This is an optimization exercise on Yosys and OpenROAD, whose aim is small area, not a production implementation. RTL that was checked went through simulation tests only; none was proved equivalent to the original. Only the layout flow was run in run 3; the RTL was not checked for function there. The clock port is modelled as an ideal driver; clocking choices that lean on that would not hold on a real chip. Power and IR drop assume default switching activity.

## flow/design.v

```verilog
module elo_frame_decoder (
    input  wire        clk,
    input  wire        rst,                 
    input  wire        cfg_edge_triggered,  
    input  wire        in_valid,
    input  wire [7:0]  in_data,
    output wire        evt_valid,
    output wire        evt_touch,
    output wire [15:0] evt_x,
    output wire [15:0] evt_y,
    output wire [15:0] evt_z,
    output wire [7:0]  evt_status,
    output wire [1:0]  diag_kind,
    output wire [7:0]  diag_expected,
    output wire [7:0]  diag_received
);
    reg [3:0]  cnt;          
    reg [55:0] sh_n;         
    reg        type_ok;      
    reg [7:0]  nacc;         
    reg        arm;          
    reg        val;          
    wire [7:0] inb = ~(in_data & {8{in_valid}});
    wire [7:0] in_g = ~inb;
    wire is_idle  = (cnt == 4'd0);
    wire is_final = cnt[3] & cnt[0];           
    wire is_one   = (cnt == 4'd1);
    wire step     = !rst && in_valid;
    wire hi7      = (in_data[7:1] == 7'b0101010);
    wire is_lead  = hi7 & in_data[0];
    wire [7:0] x  = nacc ^ in_g;               
    wire       chk_ok = &x;                    
    wire [7:0] sum = ~nacc + in_g;
    wire [7:0] st_n = sh_n[55:48];
    wire       touch = ~(st_n[0] & st_n[1]);
    wire op_desync  = step && is_idle && !is_lead;
    wire op_final   = step && is_final;
    wire op_chkfail = op_final && !chk_ok;
    wire op_emit    = op_final && chk_ok && type_ok && !(arm && (touch == val));
    wire op_diag    = op_desync | op_chkfail;
    assign evt_valid     = op_emit;
    assign evt_touch     = op_emit & touch;
    assign evt_status    = {8{op_emit}} & ~st_n;
    assign evt_x         = {16{op_emit}} & ~{sh_n[39:32], sh_n[47:40]};
    assign evt_y         = {16{op_emit}} & ~{sh_n[23:16], sh_n[31:24]};
    assign evt_z         = {16{op_emit}} & ~{sh_n[7:0],   sh_n[15:8]};
    assign diag_kind     = {op_chkfail, op_desync};
    assign diag_expected = ({8{op_chkfail}} & ~nacc) | ({8{op_desync}} & 8'h55);
    assign diag_received = {8{op_diag}} & in_g;
    always @(posedge clk) begin
        if (in_valid)
            sh_n <= {sh_n[47:0], inb};
    end
    always @(posedge clk) begin
        nacc <= is_idle ? 8'h00 : ~sum;
    end
    always @(posedge clk) begin
        if (in_valid && is_one)
            type_ok <= hi7 & ~in_data[0];
    end
    always @(posedge clk) begin
        if (rst) begin
            cnt <= 4'd0;
            arm <= 1'b0;
            val <= cfg_edge_triggered;
        end else begin
            if (in_valid) begin
                if (is_idle)
                    cnt <= {3'd0, is_lead};
                else if (is_final)
                    cnt <= 4'd0;
                else
                    cnt <= cnt + 4'd1;
            end
            if (op_emit) begin
                arm <= arm | val;
                val <= (arm | val) & touch;
            end
        end
    end
endmodule
```

## flow/flow/run.sh

```bash
#!/bin/bash
# Own layout flow: the standard synthesis, its combinational logic re-mapped
# for area (flip-flops untouched, proved equivalent), then the standard ORFS
# layout with the settings in flow/layout.args.
set -euo pipefail
W=$PWD
R=$W/orfs/results/$FLOW_PLATFORM/elo_frame_decoder/base
YOSYS=$FLOW_HOME/../tools/install/yosys/bin/yosys
export LIBERTY=$FLOW_HOME/platforms/$FLOW_PLATFORM/lib/sky130_fd_sc_hd__tt_025C_1v80.lib
export TOP=$FLOW_TOP

bash standard.sh synth > $W/log_1_std_synth.log 2>&1
cp $R/1_2_yosys.v $W/std_1_2_yosys.v

# re-map with each ABC script in flow/ (in parallel), then keep the smallest
# netlist that is proved equivalent to the standard one
resynth() {
  local s=$1 n
  n=$(basename $s .abc)
  if NETLIST_IN=$W/std_1_2_yosys.v NETLIST_OUT=$W/resynth_$n.v ABC_SCRIPT=$s \
       $YOSYS -c $W/flow/resynth.tcl > $W/log_2_resynth_$n.log 2>&1 &&
     GOLD=$W/std_1_2_yosys.v GATE=$W/resynth_$n.v \
       $YOSYS -c $W/flow/eqcheck.tcl > $W/log_2_eqcheck_$n.log 2>&1; then
    sed -n 's/.*Chip area for module.*: //p' $W/log_2_resynth_$n.log | tail -1 > $W/resynth_$n.area
  fi
}
for s in $W/flow/area*.abc; do
  while (( $(jobs -rp | wc -l) >= ${NUM_CORES:-4} )); do wait -n || true; done
  resynth $s &
done
wait

best=$W/std_1_2_yosys.v
best_area=$(sed -n "s/.*Chip area for module.*: //p" $W/orfs/reports/$FLOW_PLATFORM/elo_frame_decoder/base/synth_stat.txt | tail -1)
best_area=${best_area:-1000000000}
echo "standard synthesis: $best_area" > $W/resynth_summary.txt
for s in $W/flow/area*.abc; do
  n=$(basename $s .abc)
  if [[ -s $W/resynth_$n.area ]]; then
    a=$(cat $W/resynth_$n.area)
    echo "$n: $a (proved)" >> $W/resynth_summary.txt
    if awk -v a="$a" -v b="$best_area" 'BEGIN{exit !(a < b)}'; then
      best=$W/resynth_$n.v; best_area=$a
    fi
  else
    echo "$n: failed" >> $W/resynth_summary.txt
  fi
done
echo "using $best" >> $W/resynth_summary.txt

cp $best $R/1_2_yosys.v
rm -f $R/1_synth.odb $R/1_synth.sdc
bash standard.sh synth > $W/log_3_synth_odb.log 2>&1
# extra make settings for the layout, one per line
mapfile -t EXTRA < <(grep -v '^#' $W/flow/layout.args | sed '/^$/d' | sed "s#@FLOW@#$W/flow#g")
bash standard.sh "${EXTRA[@]}" finish > $W/log_4_finish.log 2>&1
```

## flow/flow/area_amap.abc

```
strash
dch -f
amap
topo
```

## flow/flow/area_ds1.abc

```
strash
&get -n
&deepsyn -T 30 -S 1
&put
dch -f
amap
topo
```

## flow/flow/area_ds1b.abc

```
strash
&get -n
&deepsyn -T 30 -S 1
&put
dch -f
amap
strash
dch -f
amap
topo
```

## flow/flow/area_ds2.abc

```
strash
&get -n
&deepsyn -T 30 -S 2
&put
dch -f
amap
topo
```

## flow/flow/area_ds3.abc

```
strash
&get -n
&deepsyn -T 30 -S 3
&put
dch -f
amap
topo
```

## flow/flow/eqcheck.tcl

```tcl
# Prove that the re-mapped netlist does what the standard synthesis netlist
# does: same registers (paired by name), equivalent logic.
set lib $::env(LIBERTY)
yosys read_liberty -ignore_miss_func $lib
yosys read_verilog $::env(GOLD)
yosys rename $::env(TOP) gold
yosys read_verilog $::env(GATE)
yosys rename $::env(TOP) gate
yosys hierarchy -check
yosys flatten gold gate
yosys opt_clean
yosys equiv_make gold gate equiv
yosys equiv_simple -seq 2
yosys equiv_induct
yosys equiv_status -assert
```

## flow/flow/layout.args

```
# port buffers of the smallest buffer cell
BUFFER_PORTS_ARGS=-buffer_cell sky130_fd_sc_hd__buf_1
# clock tree: no dummy loads, small buffers
CTS_ARGS=-sink_clustering_enable -repair_clock_nets -dont_use_dummy_load -buf_list sky130_fd_sc_hd__clkbuf_4
# then size each clock buffer to the smallest that keeps register clock pins under 120 ps
POST_CTS_TCL=@FLOW@/post_cts.tcl
CLOCK_SLEW_TARGET=0.120
```

## flow/flow/post_cts.tcl

```tcl
set target 0.115
if {[info exists ::env(CLOCK_SLEW_TARGET)]} { set target $::env(CLOCK_SLEW_TARGET) }
set sizes {1 2 4 8 16}
proc clk_sink_slew { } {
  # worst slew over all register clock pins
  set worst 0
  foreach inst [[ord::get_db_block] getInsts] {
    if {![string match *df* [[$inst getMaster] getName]]} { continue }
    set it [$inst findITerm CLK]
    if {$it == "NULL"} { continue }
    set s [get_property [get_pins "[$inst getName]/CLK"] slew_max]
    if {$s > $worst} { set worst $s }
  }
  return $worst
}
set bufs {}
foreach inst [[ord::get_db_block] getInsts] {
  if {[string match sky130_fd_sc_hd__clkbuf_* [[$inst getMaster] getName]]} { lappend bufs $inst }
}
estimate_parasitics -placement
puts "clock sink slew before sizing: [clk_sink_slew]"
foreach inst $bufs {
  set name [$inst getName]
  set cur [[$inst getMaster] getName]
  regexp {clkbuf_(\d+)$} $cur -> size
  # upsize until under the target
  while {[clk_sink_slew] > $target && $size < 16} {
    set size [expr {$size * 2}]
    replace_cell $name sky130_fd_sc_hd__clkbuf_$size
    estimate_parasitics -placement
  }
}
foreach inst $bufs {
  set name [$inst getName]
  regexp {clkbuf_(\d+)$} [[$inst getMaster] getName] -> size
  # downsize while still under the target
  while {$size > 1} {
    set smaller [expr {$size / 2}]
    replace_cell $name sky130_fd_sc_hd__clkbuf_$smaller
    estimate_parasitics -placement
    if {[clk_sink_slew] > $target} {
      replace_cell $name sky130_fd_sc_hd__clkbuf_$size
      estimate_parasitics -placement
      break
    }
    set size $smaller
  }
  puts "clock buffer $name: [[$inst getMaster] getName]"
}
puts "clock sink slew after sizing: [clk_sink_slew]"
detailed_placement
estimate_parasitics -placement
```

## flow/flow/resynth.tcl

```tcl
# Re-map the combinational logic of the standard synthesis netlist for area.
# Every flip-flop instance keeps its name and its cell; only the logic between
# them is re-mapped (ABC, area-oriented script), with the platform's
# don't-use cells excluded.
set lib $::env(LIBERTY)
set fh [open $lib r]
set dont_use {}
foreach line [split [read $fh] "\n"] {
  if { [regexp {^\s*cell\s*\(\s*"?(sky130_fd_sc_hd__\w+)"?\s*\)} $line -> c] } {
    if { [regexp {lpflow|probe} $c] } { lappend dont_use -dont_use $c }
  }
}
close $fh
yosys read_liberty -ignore_miss_func $lib
yosys read_verilog -defer $::env(NETLIST_IN)
yosys hierarchy -top $::env(TOP)
# sequential cells and tie cells stay as they are
foreach m {dfxtp_1 dfxtp_2 dfxtp_4 edfxtp_1 dfrtp_1 dfstp_1 sdfxtp_1 conb_1} {
  yosys blackbox sky130_fd_sc_hd__$m
}
yosys flatten
yosys opt_clean
yosys abc -liberty $lib {*}$dont_use -script $::env(ABC_SCRIPT)
yosys opt_clean
yosys hilomap -singleton -hicell sky130_fd_sc_hd__conb_1 HI -locell sky130_fd_sc_hd__conb_1 LO
yosys splitnets
yosys opt_clean
yosys rename -hide w:*.*
yosys opt_clean
yosys stat -liberty $lib
yosys write_verilog -noattr -noexpr -nohex -nodec $::env(NETLIST_OUT)
```

## flow/standard.sh

```bash
#!/bin/bash
# synth_recipe.tcl (not shown) runs the flow's synth.tcl, then flattens the netlist and writes it again
# the make line also repeats each setting of config.mk as NAME=value (left out here)
make -C /OpenROAD-flow-scripts/flow DESIGN_CONFIG=/design/flow/config.mk WORK_HOME=/design/flow/orfs CLKGATE_MAP_FILE= SYNTH_SCRIPT=/design/flow/synth_recipe.tcl "${@:-finish}"
```

## flow/config.mk

```make
export PLATFORM = sky130hd
export DESIGN_NAME = elo_frame_decoder
export DESIGN_NICKNAME = elo_frame_decoder
export VERILOG_FILES = /design/flow/design.v
export SDC_FILE = /design/flow/constraint.sdc
export NUM_CORES = 4
export LEC_CHECK = 0
export CAP_MARGIN = 0
export CORE_MARGIN = 2
export CORE_UTILIZATION = 40
export PLACE_DENSITY = 0.6
export SLEW_MARGIN = 0
```

## flow/constraint.sdc

```tcl
create_clock -name core_clock -period 10.0 [get_ports {clk}]
set_input_delay 2.0000 -clock core_clock [delete_from_list [all_inputs] [get_ports {clk}]]
set_output_delay 2.0000 -clock core_clock [all_outputs]
set_load 0.01 [all_outputs]
```

==> summary.md, run 1 <==
| Metric | Value |
|---|---|
| GRT Total Usage | 15.06% |
| Row count | 30 |
| Die ar. | 0.007479 mm2 |
| Clock skew | 0.04233 ns |
| PortBufs | 87 |
| First-pass GRT wire length | 8.597 mm |
| Die height | 86.48 um |
| Final Hold Fails | 0 |
| WP data required | 8.00 ns |
| Synth warn | 1 |
| Worst Setup SP | in_valid |
| 1st-pass router iterations | 4 |
| Worst Hold Class | flip-flop to flip-flop |
| Total Wirelength | 5.580 mm |
| Worst Path Class, Setup | input port to output port |
| Tmin final | 6.735 ns |
| Clock Latency Late Sink | 0.34 ns |
| Die width | 86.48 um |
| Placement Cell Area | 0.003157 mm2 |
| Worst hold stages | 0 |
| Antenna cells | 0 |
| Post-route ant nets | 0 |
| Setup tns final | 0 ns |
| R2r setup slk | 7.57 ns |
| Total grt overflow | 0 |
| Final worst slack | 3.265 ns |
| Detail Placement HPWL | 3.819 mm |
| Commonest non-fill, non-tap cell in the layout | nor2_1 |
| Top-level I/O count | 88 |
| Via/cell ratio | 4.932 |
| Placed cell count | 405 |
| Critical Path Sink Type | output port |
| Area grow syn2layout | 18.62% |
| Nets | 348 |
| Design area | 0.003228 mm2 |
| Critical Path Fanout Max | 58 |
| Post-Layout Cell Count | 414 |
| Run status | no timing/DRC/antenna violations |
| Per-cell routed wire length | 13.48 um |
| Largest net degree at the start of global routing | 59 |
| Synthesized instance count | 237 |
| Slew Limit Headroom | 40.12% |
| Worst slack, placed | 3.224 ns |
| Final Cycle Share | 67.35% |
| Slew @ Worst Pin | 0.8970 ns |
| Synthesized area | 0.002721 mm2 |
| Clock slew at reported path FFs | 0.12 ns |
| Number of global-route vias before repair | 1,859 |
| Initial antenna violation count | 0 |
| Initial Utilization | 40.73% |
| Most frequent cells in the layout | nor2_1 (94), buf_1 (86), edfxtp_1 (58), nand2_1 (19), dfxtp_1 (13) |
| Pwr dens | 153.0 mW/mm2 |
| Fmax | 148.5 MHz |
| DRC | 0 |
| R2R Path Start | nacc[1]$_SDFF_PN0_ |
| Setup violators final | 0 |
| Pleak | 1.144 nW |
| Syn avg cell area | 11.48 um2 |
| Post-Syn Nets | 249 |
| Gpl congestion | 0.8191 |
| Fin. max-slew vios | 0 |
| Share of cells above drive strength 1 | 3.593% |
| RR Endpoint | nacc[7]$_SDFF_PN0_ |
| Core ar. | 0.006681 mm2 |
| Fin util | 48.31% |
| Vias | 2,042 |
| Worst path arrival time | 4.74 ns |
| Initial DRC count | 125 |
| # Max-Cap Violations | 0 |
| Hold Path Origin | sh_n[40]$_DFFE_PP_ |
| Worst Reg-to-Reg Cells | 16 |
| Critical Path Start Type | input port |
| Worst vdd ir | 55.08 uV |
| RSZ-0062 raised after global routing | false |
| CTS tree | built |
| # fillers | 663 |
| CTS sink cnt | 71 |
| Hold Path Sink | sh_n[48]$_DFFE_PP_ |
## power by group
part	switching, mW	internal [mW]
clock network	0.0814	0.0446
registers	0.00695	0.337
logic	0.0176	0.00673
## layout make-up
type / instances / area (um2) / share of cell area [%]
multi-input cells: 158 / 689.4 / 21.36
repair buffers: 88 / 335.3 / 10.39
inverters: 8 / 30.03 / 0.9302
clock buffers: 9 / 71.32 / 2.209
flip-flops and latches: 71 / 2002 / 62.02
well taps: 80 / 100.1 / 3.101
## registers in the layout (all words and copies together), names as in the netlist
name and cells:
cnt 4, arm 1, type_ok 1, val 1
sh_n 56, nacc 8
## routing by layer
metal | wire, um | GRT usage, % | up-vias
li1 | - | - | 1022
met3 | 393 | 4.095 | 6
met4 | 54 | 8.097 | 0
met1 | 2591 | 19.79 | 935
met2 | 2541 | 22.80 | 79
met5 | 0 | 0 | -
## worst max-delay path, stage by stage
cell and delay [ns]:
buf_2 0.46, nand2_1 0.23, nor2_1 0.21, a21oi_1 0.08, nor4_1 0.34, nand4_1 0.16
nand4b_1 0.23, a21oi_1 0.21, inv_2 0.37, nor2_1 0.24, buf_1 0.19
## worst max-delay path by stage
stage,slack [ns],endpoint,cells after the start
after floorplan,3.53,evt_status[0],9
after global placement,3.32,evt_y[12],11
after detailed placement,3.22,evt_z[4],11
after global routing,2.89,evt_z[12],11
final,3.26,evt_z[12],11
## per-stage QoR
step / total power, mW / hold slack [ns]
6_report: 0.4939 / 0.4270
5_1_grt: 0.5167 / 0.4471
3_5_place_dp: 0.3748 / 0.4328
3_3_place_gp: 0.3733 / 0.4294
2_1_floorplan: 0.3606 / 0.4272
==> run 2: changes to the inputs <==
--- a/flow/config.mk
+++ b/flow/config.mk
@@ -5,8 +5,8 @@
 export SDC_FILE = /design/flow/constraint.sdc
 export NUM_CORES = 4
 export LEC_CHECK = 0
-export CAP_MARGIN = 0
+export CAP_MARGIN = 20
 export CORE_MARGIN = 2
 export CORE_UTILIZATION = 40
 export PLACE_DENSITY = 0.6
-export SLEW_MARGIN = 0
+export SLEW_MARGIN = 20
==> run 2 against run 1 <==
Against the previous run:
- still clean on timing, DRC and antenna
- sequential share of layout area did not move
- clock-buffer cell count did not move
- final cell count unchanged
- wire length did not move
- combinational power is essentially flat
- area after synthesis stayed put
- design area is the same
- register-to-register slack about the same
- sequential cell count stayed put
- core utilization stayed put
- die area is the same
- critical path depth unchanged
- highest routed layer unchanged
==> summary.md, run 2 <==
| Metric | Value |
|---|---|
| Run status | no timing/DRC/antenna violations (unchanged) |
| # Max-Cap Violations | 0 (unchanged) |
| Sequential cell area | 0.002002 mm2 (unchanged) |
| Worst vdd ir | 55.08 uV (unchanged) |
| Detail Placement HPWL | 3.819 mm (unchanged) |
| Most frequent cells in the layout | nor2_1 (94), buf_1 (86), edfxtp_1 (58), nand2_1 (19), dfxtp_1 (13) (unchanged) |
| Largest stage delay, worst path | 0.46 ns (about the same) |
| Setup violators final | 0 (unchanged) |
| Row count | 30 (unchanged) |
| Area grow syn2layout | 18.62% (unchanged) |
| CTS tree | built (unchanged) |
| Synth warn | 1 (unchanged) |
| R2R Path Start | nacc[1]$_SDFF_PN0_ (unchanged) |
| Initial DRC count | 125 (unchanged) |
| Slew @ Worst Pin | 0.8970 ns (unchanged) |
| Share of cells above drive strength 1 | 3.593% (unchanged) |
| RR Endpoint | nacc[7]$_SDFF_PN0_ (unchanged) |
| Syn avg cell area | 11.48 um2 (unchanged) |
| Sw frac | 21.45% (unchanged) |
| Gpl congestion | 0.8191 (unchanged) |
| Clock skew | 0.04233 ns (unchanged) |
| Final Hold Fails | 0 (unchanged) |
| Slew Limit Headroom | 40.12% (unchanged) |
| Final worst slack | 3.265 ns (unchanged) |
| Critical Path Fanout Max | 58 (unchanged) |
| GRT Total Usage | 15.06% (unchanged) |
| Cell Chain, Critical Path | buf_2, nand2_1, nor2_1, a21oi_1, nor4_1, nand4_1, nand4b_1, a21oi_1, inv_2, nor2_1, buf_1 (unchanged) |
| First-pass GRT wire length | 8.597 mm (unchanged) |
| Fmax | 148.5 MHz (unchanged) |
| Commonest non-fill, non-tap cell in the layout | nor2_1 (unchanged) |
| Clock Power Share | 25.5% (about the same) |
| RSZ-0062 raised after global routing | false (unchanged) |
| Nets | 348 (unchanged) |
| WHS | 0.4270 ns (unchanged) |
| Largest net degree at the start of global routing | 59 (unchanged) |
| Final Cycle Share | 67.35% (unchanged) |
| Placed cell count | 405 (unchanged) |
| Top-level I/O count | 88 (unchanged) |
| Per-cell routed wire length | 13.48 um (unchanged) |
| Initial antenna violation count | 0 (unchanged) |
| WP data required | 8.00 ns (about the same) |
| Total grt overflow | 0 (unchanged) |
| Worst Hold Class | flip-flop to flip-flop (unchanged) |
| Fin. max-slew vios | 0 (unchanged) |
| Via/cell ratio | 4.932 (unchanged) |
| Sw Pwr | 105.9 uW (unchanged) |
| Post-Syn Nets | 249 (unchanged) |
| Number of global-route vias before repair | 1,859 (unchanged) |
| Largest register FFs | 56 (unchanged) |
| Worst Reg-to-Reg Cells | 16 (unchanged) |
| Largest Register | sh_n (unchanged) |
| Die height | 86.48 um (unchanged) |
| Worst path arrival time | 4.74 ns (about the same) |
| R2r setup slk | 7.57 ns (about the same) |
| Logic pwr share | 4.9% (about the same) |
| # fillers | 663 (unchanged) |
| PortBufs | 87 (unchanged) |
| Die ar. | 0.007479 mm2 (unchanged) |
| Synthesized instance count | 237 (unchanged) |
| Critical Path Start Type | input port (unchanged) |
| Crit path to | evt_z[12] (unchanged) |
| Worst Setup SP | in_valid (unchanged) |
| Design area | 0.003228 mm2 (unchanged) |
| Vias | 2,042 (unchanged) |
| Clock Latency Late Sink | 0.34 ns (about the same) |
| Core ar. | 0.006681 mm2 (unchanged) |
| Fin util | 48.31% (unchanged) |
| Int Pwr | 388.0 uW (unchanged) |
| Worst slack, placed | 3.224 ns (unchanged) |
| Post-Layout Cell Count | 414 (unchanged) |
| Clock slew at reported path FFs | 0.12 ns (about the same) |
| Pleak | 1.144 nW (unchanged) |
| Design Power | 493.9 uW (unchanged) |
| Post-route ant nets | 0 (unchanged) |
| Share of power burned in registers | 69.6% (about the same) |
| Area of the multi-input gates | 689.4 um2 (unchanged) |
| Top Registers | sh_n: 56 flops, nacc: 8 flops, cnt: 4 flops (unchanged) |
| 1st-pass router iterations | 4 (unchanged) |
| Die width | 86.48 um (unchanged) |
| DRC | 0 (unchanged) |
| Total Wirelength | 5.580 mm (unchanged) |
| Critical Path Sink Type | output port (unchanged) |
| Setup tns final | 0 ns (unchanged) |
| Pwr dens | 153.0 mW/mm2 (unchanged) |
| Synthesized area | 0.002721 mm2 (unchanged) |
| Antenna cells | 0 (unchanged) |
| Initial Utilization | 40.73% (unchanged) |
| Worst path slowest cell | buf_2 (unchanged) |
| Worst Path Class, Setup | input port to output port (unchanged) |
| Placement Cell Area | 0.003157 mm2 (unchanged) |
| CTS sink cnt | 71 (unchanged) |
| Tmin final | 6.735 ns (unchanged) |
==> run 2: how the worst min path moves through the flow <==
stage / cells after the start / from / endpoint / slack [ns]
2_1_floorplan: 0 / sh_n[2]$_DFFE_PP_ / sh_n[10]$_DFFE_PP_ / 0.43
3_3_place_gp: 0 / sh_n[22]$_DFFE_PP_ / sh_n[30]$_DFFE_PP_ / 0.43
3_5_place_dp: 0 / sh_n[22]$_DFFE_PP_ / sh_n[30]$_DFFE_PP_ / 0.43
5_1_grt: 0 / sh_n[36]$_DFFE_PP_ / sh_n[44]$_DFFE_PP_ / 0.45
6_report: 0 / sh_n[40]$_DFFE_PP_ / sh_n[48]$_DFFE_PP_ / 0.43
==> run 2: power by group through the flow <==
stage / Clock, mW / Sequential, mW / Combinational (mW)
3_3_place_gp: 0 / 0.349 / 0.0241
5_1_grt: 0.144 / 0.345 / 0.0278
6_report: 0.126 / 0.344 / 0.0243
3_5_place_dp: 0 / 0.350 / 0.0243
2_1_floorplan: 0 / 0.348 / 0.0128
==> run 2: area by class of cell <==
| class | instances | share of cell area (%) |
|---|---|---|
| clock buffers | 9 | 2.209 |
| inverters | 8 | 0.9302 |
| multi-input cells | 158 | 21.36 |
| flip-flops and latches | 71 | 62.02 |
| well taps | 80 | 3.101 |
| repair buffers | 88 | 10.39 |
==> run 2: metal layers <==
metal,GRT usage (%),up-vias,part of all wire [%]
li1,-,1022,-
met4,8.097,0,0.97
met1,19.79,935,46
met5,0,-,0
met2,22.80,79,46
met3,4.095,6,7.0
==> run 2: critical path, delay by kind of cell <==
kind	cells	cell delay, ns
AOI/OAI and AO/OA	2	0.29
buffers and inverters	3	1.02
and+or+nand+nor	6	1.41
==> run 3: changes to the inputs <==
==> flow/design.v (replaced) <==
module elo_frame_decoder (
    input  wire        clk,
    input  wire        rst,                 
    input  wire        cfg_edge_triggered,  
    input  wire        in_valid,
    input  wire [7:0]  in_data,
    output reg         evt_valid,
    output reg         evt_touch,
    output reg  [15:0] evt_x,
    output reg  [15:0] evt_y,
    output reg  [15:0] evt_z,
    output reg  [7:0]  evt_status,
    output reg  [1:0]  diag_kind,
    output reg  [7:0]  diag_expected,
    output reg  [7:0]  diag_received
);
    localparam [7:0] LEAD       = 8'h55;
    localparam [7:0] TYPE_TOUCH = 8'h54;
    localparam [7:0] SEED       = 8'hAA;
    localparam [7:0] TOUCH_MASK = 8'h03;
    localparam [3:0] CHK_OFF    = 4'd9;
    localparam [1:0] DIAG_NONE    = 2'd0;
    localparam [1:0] DIAG_DESYNC  = 2'd1;
    localparam [1:0] DIAG_CHKFAIL = 2'd2;
    reg [3:0] cnt;           
    reg [7:0] fbuf [0:8];    
    reg [7:0] acc;           
    reg       last_valid;    
    reg       last_touch;
    reg       edge_mode;     
    wire [7:0]  f_type   = fbuf[1];
    wire [7:0]  f_status = fbuf[2];
    wire [15:0] f_x      = {fbuf[4], fbuf[3]};
    wire [15:0] f_y      = {fbuf[6], fbuf[5]};
    wire [15:0] f_z      = {fbuf[8], fbuf[7]};
    wire        f_touch  = (f_status & TOUCH_MASK) != 8'd0;
    wire step_byte  = !rst && in_valid;
    wire is_idle    = (cnt == 4'd0);
    wire is_final   = (cnt == CHK_OFF);
    wire op_desync  = step_byte && is_idle && (in_data != LEAD);
    wire op_start   = step_byte && is_idle && (in_data == LEAD);
    wire op_collect = step_byte && !is_idle && !is_final;
    wire op_final   = step_byte && is_final;
    wire chk_ok     = (in_data == acc);
    wire op_chkfail = op_final && !chk_ok;
    wire op_touch   = op_final && chk_ok && (f_type == TYPE_TOUCH);
    wire op_emit    = op_touch &&
                      (!edge_mode || !last_valid || (last_touch != f_touch));
    always @(*) begin
        evt_valid     = 1'b0;
        evt_touch     = 1'b0;
        evt_x         = 16'd0;
        evt_y         = 16'd0;
        evt_z         = 16'd0;
        evt_status    = 8'd0;
        diag_kind     = DIAG_NONE;
        diag_expected = 8'd0;
        diag_received = 8'd0;
        if (op_emit) begin
            evt_valid  = 1'b1;
            evt_touch  = f_touch;
            evt_x      = f_x;
            evt_y      = f_y;
            evt_z      = f_z;
            evt_status = f_status;
        end
        if (op_desync) begin
            diag_kind     = DIAG_DESYNC;
            diag_expected = LEAD;
            diag_received = in_data;
        end
        if (op_chkfail) begin
            diag_kind     = DIAG_CHKFAIL;
            diag_expected = acc;
            diag_received = in_data;
        end
    end
    always @(posedge clk) begin
        if (rst) begin
            cnt        <= 4'd0;
            acc        <= SEED;
            last_valid <= 1'b0;
            last_touch <= 1'b0;
            edge_mode  <= cfg_edge_triggered;
        end else begin
            if (op_start) begin
                cnt <= 4'd1;
                acc <= SEED + in_data;
            end
            if (op_collect) begin
                cnt <= cnt + 4'd1;
                acc <= acc + in_data;
            end
            if (op_final)
                cnt <= 4'd0;
            if (op_emit) begin
                last_valid <= 1'b1;
                last_touch <= f_touch;
            end
        end
    end
    genvar i;
    generate
        for (i = 0; i < 9; i = i + 1) begin : g_buf
            always @(posedge clk) begin
                if ((op_start || op_collect) && cnt == i)
                    fbuf[i] <= in_data;
            end
        end
    endgenerate
endmodule
==> flow/run.sh (new file) <==
#!/bin/bash
# synth_recipe.tcl (not shown) runs the flow's synth.tcl, then flattens the netlist and writes it again
# the make line also repeats each setting of config.mk as NAME=value (left out here)
make -C /OpenROAD-flow-scripts/flow DESIGN_CONFIG=/design/flow/config.mk WORK_HOME=/design/flow/orfs CLKGATE_MAP_FILE= SYNTH_SCRIPT=/design/flow/synth_recipe.tcl finish
removed: flow/flow/run.sh
removed: flow/flow/area_amap.abc
removed: flow/flow/area_ds1.abc
removed: flow/flow/area_ds1b.abc
removed: flow/flow/area_ds2.abc
removed: flow/flow/area_ds3.abc
removed: flow/flow/eqcheck.tcl
removed: flow/flow/layout.args
removed: flow/flow/post_cts.tcl
removed: flow/flow/resynth.tcl
removed: flow/standard.sh
==> run 3 against run 2 <==
Against the previous run:
- combinational power is 43% higher
- final cell count is 20% higher
- clock skew is 0.035 ns lower
- hold slack better by 0.051 ns
- still clean on timing, DRC and antenna
- sequential power is 3% higher
- critical path depth is 3 lower
- design area is 50% higher
- highest routed layer is now met3
- critical endpoint is now evt_z[8]
- register-to-register slack worse by 0.27 ns
==> summary.md, run 3 <==
| Metric | Value |
|---|---|
| Core ar. | 0.008806 mm2 (was 0.006681 mm2) |
| Clock skew | 0.007471 ns (was 0.04233 ns) |
| Fin. max-slew vios | 0 (unchanged) |
| Worst path arrival time | 5.21 ns (was 4.74 ns) |
| Die width | 99.54 um (was 86.48 um) |
| Initial antenna violation count | 0 (unchanged) |
| Nets | 410 (was 348) |
| WP data required | 8.00 ns (about the same) |
| Fmax | 138.8 MHz (was 148.5 MHz) |
| Tmin final | 7.207 ns (was 6.735 ns) |
| Worst path slowest cell | clkdlybuf4s50_1 (was buf_2) |
| Gpl congestion | 0.8640 (was 0.8191) |
| Worst Path Class, Setup | input port to output port (unchanged) |
| Number of enable flip-flop cells after synthesis | 65 |
| Commonest non-fill, non-tap cell in the layout | clkdlybuf4s50_1 (was nor2_1) |
| DRC | 0 (unchanged) |
| Vias | 2,467 (was 2,042) |
| Synthesized area | 0.003651 mm2 (was 0.002721 mm2) |
| Synthesized instance count | 295 (was 237) |
| Clock Latency Late Sink | 0.35 ns (was 0.34 ns) |
| Top-level I/O count | 88 (unchanged) |
| Post-cts resize count | 0 |
| Number of global-route vias before repair | 2,313 (was 1,859) |
| WP buf/inv | 3 (unchanged) |
| Largest net degree at the start of global routing | 36 (was 59) |
| Setup violators final | 0 (unchanged) |
| Share of the synthesized area in the top cell type | 53.46% |
| Total grt overflow | 0 (unchanged) |
| CTS tree | built (unchanged) |
| Largest register FFs | 64 (was 56) |
| Count leader, synth | and2_1 |
| Run status | no timing/DRC/antenna violations (unchanged) |
| Critical Path Fanout Max | 35 (was 58) |
| Top Registers | fbuf: 64 flops, acc: 8 flops, cnt: 4 flops (was sh_n: 56 flops, nacc: 8 flops, cnt: 4 flops) |
| Final Hold Fails | 0 (unchanged) |
| Per-cell routed wire length | 16.38 um (was 13.48 um) |
| Via/cell ratio | 4.954 (was 4.932) |
| Area grow syn2layout | 32.62% (was 18.62%) |
| Num CTS Buffers | 9 |
| Async set-reset flop share out of synthesis | 0% |
| Detail Placement HPWL | 5.657 mm (was 3.819 mm) |
| Post-route ant nets | 0 (unchanged) |
| Row count | 34 (was 30) |
| Final Cycle Share | 72.07% (was 67.35%) |
| Hold_buf cts | 0 |
| Cell Chain, Critical Path | clkdlybuf4s50_1, ha_1, nor4_1, nand3_1, nor4_4, buf_4, and2_1, clkdlybuf4s50_1 (was buf_2, nand2_1, nor2_1, a21oi_1, nor4_1, nand4_1, nand4b_1, a21oi_1, inv_2, nor2_1, buf_1) |
| Post-Syn Nets | 320 (was 249) |
| Synth warn | 2 (was 1) |
| Largest Register | fbuf (was sh_n) |
| Critical Path Start Type | input port (unchanged) |
| Synth top area cells | edfxtp_1 (53%), and2_1 (12%), dfxtp_1 (7.7%) |
| CP delay by family, top | buffers and inverters (was simple AND/OR/NAND/NOR gates) |
| Post-synth top flop | edfxtp_1 |
| PortBufs | 87 (unchanged) |
| Max clock buf depth | 2 |
| Setup tns final | 0 ns (unchanged) |
| Initial DRC count | 106 (was 125) |
| Pwr dens | 131.5 mW/mm2 (was 153.0 mW/mm2) |
| Syn avg cell area | 12.38 um2 (was 11.48 um2) |
| GRT Total Usage | 16.91% (was 15.06%) |
| Total Wirelength | 8.155 mm (was 5.580 mm) |
| Post-CTS Setup Repair Bufs | 0 |
| Worst vdd ir | 63.89 uV (was 55.08 uV) |
| # fillers | 763 (was 663) |
| Worst Hold Class | flip-flop to flip-flop (unchanged) |
| Initial Utilization | 41.46% (was 40.73%) |
| First-pass GRT wire length | 12.59 mm (was 8.597 mm) |
| Sequential element share of the synthesized area | 61.14% |
| Die ar. | 0.009907 mm2 (was 0.007479 mm2) |
| Synth Register Bits | 79 |
| H-tree depth | 3 |
| Most frequent cells after synthesis | and2_1 (72), edfxtp_1 (65), nor2_1 (16) |
| Root Buffer Master | clkbuf_8 |
| WHS | 0.4777 ns (was 0.4270 ns) |
| # Max-Cap Violations | 0 (unchanged) |
| CTS sink cnt | 79 (was 71) |
| Clock slew at reported path FFs | 0.08 ns (was 0.12 ns) |
| Critical Path Sink Type | output port (unchanged) |
| Slew @ Worst Pin | 0.6765 ns (was 0.8970 ns) |
| Antenna cells | 0 (unchanged) |
| Pleak | 1.731 nW (was 1.144 nW) |
| RSZ-0062 raised after global routing | false (unchanged) |
| Die height | 99.54 um (was 86.48 um) |
| Share of cells above drive strength 1 | 6.923% (was 3.593%) |
| Most frequent cells in the layout | clkdlybuf4s50_1 (87), and2_1 (72), edfxtp_1 (65), nor2_1 (16), dfxtp_1 (14) (was nor2_1 (94), buf_1 (86), edfxtp_1 (58), nand2_1 (19), dfxtp_1 (13)) |
| Largest stage delay, worst path | 0.85 ns (was 0.46 ns) |
| 1st-pass router iterations | 4 (unchanged) |
| Synth area leader | edfxtp_1 |
| Count of different cell masters after synthesis | 42 |
| Slew Limit Headroom | 54.43% (was 40.12%) |
| Most frequent CP cell | clkdlybuf4s50_1 |
==> run 3: cell type report <==
class / instances / area [um2] / share of cell area [%]
sequential: 79 / 2232 / 46.10
inverter: 7 / 26.28 / 0.5426
tap: 108 / 135.1 / 2.791
clock inverter: 7 / 87.58 / 1.809
timing repair buffer: 92 / 914.6 / 18.89
multi-input combinational: 196 / 1323 / 27.31
clock buffer: 9 / 123.9 / 2.558
==> run 3: kinds of logic (layout without fill, tap and decap cells) <==
logic type      count (synthesis)  in the layout  share of synthesized area, %
simple gates                  138            138                         23.00
flops                          79             79                         61.14
compound gates                 37             37                         6.580
buf+inv                        20            115                         2.639
fa+ha+maj                      13             13                         4.661
xor+xnor                        6              6                         1.439
mux                             2              2                        0.5483
==> run 3: metrics by stage <==
step	utilization, %	worst slack [ns]	area, um2	total power, mW	instances
CTS	54.83	2.184	4828	0.6445	497
global placement	52.43	2.254	4617	0.3982	481
floorplan	-	4.469	3651	0.3779	295
detailed placement	52.43	2.191	4617	0.3980	481
finish	54.99	2.793	4842	0.6366	498
global route	54.99	2.569	4842	0.6600	498
==> run 3: power by group <==
| group | total, mW | internal (mW) | switching (mW) | leakage (nW) |
|---|---|---|---|---|
| clock | 0.246 | 0.121 | 0.125 | 0.102 |
| sequential | 0.355 | 0.355 | 0.000174 | 0.698 |
| combinational | 0.0347 | 0.0153 | 0.0195 | 0.931 |
| total | 0.637 | 0.492 | 0.145 | 1.73 |
==> run 3: worst register-to-register path: stages, from the launching register on <==
cell     delay [ns]
dfxtp_1        0.43
inv_1          0.09
ha_1           0.27
mux2i_1        0.18
o21a_1         0.46
nor2_1         0.17
nor3b_2        0.29
and2_1         0.46
==> run 3: worst paths after layout <==
path / start / endpoint / slack [ns] / depth (start not counted)
max: in_data[1] / evt_z[8] / 2.79 / 8
min: last_valid$_SDFFE_PP0P_ / last_valid$_SDFFE_PP0P_ / 0.48 / 2
max reg2reg: cnt[0]$_SDFFE_PP0P_ / fbuf[6][4]$_DFFE_PP_ / 7.30 / 7
min reg2reg: last_valid$_SDFFE_PP0P_ / last_valid$_SDFFE_PP0P_ / 0.48 / 2
==> run 3: metal layers <==
| metal | track usage (%) | part of all wire (%) |
|---|---|---|
| met5 | 0 | 0 |
| met2 | 27.29 | 49 |
| met4 | 4.742 | 0 |
| met3 | 3.654 | 5.7 |
| met1 | 23.20 | 46 |

==> static timing again, ports no longer ideal <==
No port has a modelled driver above. Below, the same layouts with a new extraction and two added sets of constraints. Step 1: set_driving_cell puts a clkbuf_16 on clk and a buf_2 on each other input, an assumption about the parent block. Step 2 moves the port delays by t, midway between the first and last clock arrival at a register: inputs arrive t later, outputs are due t later. That takes back most of the time a late clock gives input paths. a / b / c = ideal ports / drivers / drivers and shift; a / b = the first two.
run	shift t [ns]	setup WS [ns]	worst setup path at the end
run 1	0.347	3.265 / 3.231 / 3.231	input to output
run 2	0.347	3.265 / 3.231 / 3.231	input to output
run 3	0.369	2.793 / 2.772 / 2.772	input to output
After both steps setup and hold are still met in every run listed.
